What follows belongs to an exercise in optimizing a design on an open flow for small area, a short achievable clock period and few clock cycles per item; a production flow would make more cautious choices. Function was checked by simulation only, so behaviour that the tests miss may differ from the original. No activity file was given, so power comes from the tool's default toggle rates.

Setup of xenon:
// tcp_engine
module tcp_engine #(
    parameter N = 8                        
) (
    input  wire        clk,
    input  wire        rst,
    input  wire        cmd_valid,
    output reg         cmd_ready,
    input  wire [1:0]  cmd_op,             
    input  wire [31:0] cmd_local_addr,
    input  wire [31:0] cmd_remote_addr,
    input  wire [15:0] cmd_local_port,
    input  wire [15:0] cmd_remote_port,
    input  wire [3:0]  cmd_flags,          
    input  wire [31:0] cmd_seq,
    input  wire [31:0] cmd_ackno,
    input  wire [31:0] cmd_iss,
    output reg         rsp_valid,
    input  wire        rsp_ready,
    output reg  [3:0]  rsp_status,
    output reg         rsp_created,
    output reg  [3:0]  rsp_state,
    output reg  [31:0] rsp_seq,
    output reg  [31:0] rsp_ackno,
    output reg         tx_valid,
    input  wire        tx_ready,
    output reg  [31:0] tx_data,
    output reg         tx_last
);
For scale: roughly 5800 cells after synthesis, roughly 310 I/O pins, roughly 87000 sq um of cells after synthesis.
export LEC_CHECK = 0
export CAP_MARGIN = 20
export CORE_MARGIN = 2
export CORE_UTILIZATION = 60
export CTS_CLUSTER_DIAMETER = 100
export CTS_CLUSTER_SIZE = 20
export PLACE_DENSITY = 0.75
export SLEW_MARGIN = 20
create_clock -name core_clock -period 14.0 [get_ports {clk}]
standard.sh (not shown) runs the stock make flow with config.mk's settings and CLKGATE_MAP_FILE= SYNTH_SCRIPT=/design/flow/synth_recipe.tcl, a recipe that flattens the netlist after the stock synthesis.
==> flow/flow/run.sh <==
#!/bin/bash
# The standard ORFS layout (the standard.sh, unchanged synthesis), with
# repair_timing aiming well below the clock period so that the layout is
# optimised for speed, and plain buf_1 cells as the port buffers. Make's full
# output goes to make_finish.log (each tool's own log is under orfs/logs/).
set -uo pipefail
bash standard.sh SETUP_SLACK_MARGIN=9.9 \
  "BUFFER_PORTS_ARGS=-buffer_cell sky130_fd_sc_hd__buf_1" finish > make_finish.log 2>&1
Testbench counts of xenon, summed over its fixed seeds: cycles 13,962, items 4,800.
Setup changes, xenon to lagoon
-- flow/design.v --
<<< xenon, line 247
    wire x_reply_n = l_go ? l_reply : x_reply;
    wire pop       = rsp_valid && rsp_ready;
    wire [1:0] occ_n = {1'b0, rsp_valid} + {1'b0, s_valid} + {1'b0, x_go} - {1'b0, pop};
    wire x_go_n    = x_full_n && (occ_n != 2'd2);
>>> lagoon, line 247
    wire x_reply_n = l_go ? l_reply : x_reply;
    wire pop       = rsp_valid && rsp_ready;
    wire r_ld      = pop ? (s_valid || x_go) : (x_go && !rsp_valid);
    wire r_skid    = pop && s_valid;
    wire [1:0] occ_n = {1'b0, rsp_valid} + {1'b0, s_valid} + {1'b0, x_go} - {1'b0, pop};
    wire x_go_n    = x_full_n && (occ_n != 2'd2);
<<< xenon, line 365
            end
        end
        if (pop ? (s_valid || x_go) : (x_go && !rsp_valid)) begin
            if (pop && s_valid) begin
                rsp_status  <= s_status;
                rsp_created <= s_created;
                rsp_state   <= s_state;
                rsp_seq     <= s_seq;
                rsp_ackno   <= s_ackno;
            end else begin
                rsp_status  <= e_status;
                rsp_created <= x_created;
                rsp_state   <= e_nst;
                rsp_seq     <= n_seq;
                rsp_ackno   <= n_ack;
            end
        end
        if (x_go && (pop ? s_valid : rsp_valid)) begin
            s_status  <= e_status;
>>> lagoon, line 367
            end
        end
        {rsp_status, rsp_created, rsp_state, rsp_seq, rsp_ackno} <=
              ({rsp_status, rsp_created, rsp_state, rsp_seq, rsp_ackno} & {73{!r_ld}})
            | ({s_status, s_created, s_state, s_seq, s_ackno} & {73{r_ld && r_skid}})
            | ({e_status, x_created, e_nst, n_seq, n_ack} & {73{r_ld && !r_skid}});
        if (x_go && (pop ? s_valid : rsp_valid)) begin
            s_status  <= e_status;
--- outcome ---
lagoon vs. xenon: count of vias placed by the detailed router fell 0.81%; power spent charging and discharging nets rose 14%; cell count after placement about even; sequential share of cell area about even; portion of total power attributed to combinational logic rose 3.4 points.
Met2 track demand over resource in global routing delta (lagoon -> xenon): insignificant
lagoon against xenon; clock buffer instance count of the final layout is up by more than 10%.
Re cell internal power dissipation: lagoon is about 3.6% up on xenon.
Compared with xenon, lagoon shows a lower final area.
lagoon — register area 1.0% lower, xenon as reference
| final setup violation count | xenon vs lagoon | ≈ equal |
Critical path arrival: lagoon > xenon
Of the two values seen for combinational family with the most area after synthesis, XOR/XNOR gates was produced by xenon and compound AO/OA/AOI/OAI gates by lagoon.
Critical setup path kind: flip-flop to output port -> xenon, flip-flop to flip-flop -> lagoon
Testbench counts of lagoon, summed over its fixed seeds: cycles 13,962, items 4,800.

separate check: timing with driven ports:
Ports are ideal in the flow. The routed layouts listed here were re-timed in OpenROAD.
Step 1 assumes that a clkbuf_16 drives the clock port and a buf_2 every other input.
Step 2 adds t to the input delays and takes it off the output delays; t is the mean of the earliest and latest rising clock arrival at the registers after step 1. Input paths then give back, and output paths get back, about the clock's delay inside the block.
a / b / c = ideal ports / drivers / drivers and shift; a / b = the first two.
run | t (ns) | setup slack, ns | hold slack, ns | clock arrival spread, ns | cell pins on the clock port's net
xenon | 0.861 | 9.575 / 9.487 / 9.005 | 0.430 / 0.430 / 0.430 | 0.045 / 0.045 | 1
lagoon | 0.861 | 9.554 / 9.554 / 8.974 | 0.429 / 0.429 / 0.429 | 0.051 / 0.051 | 1
After both steps setup and hold are still met in every run listed. The setup slack of lagoon, which loses most, moves by 0.000 ns with the drivers and by -0.580 ns with both steps.
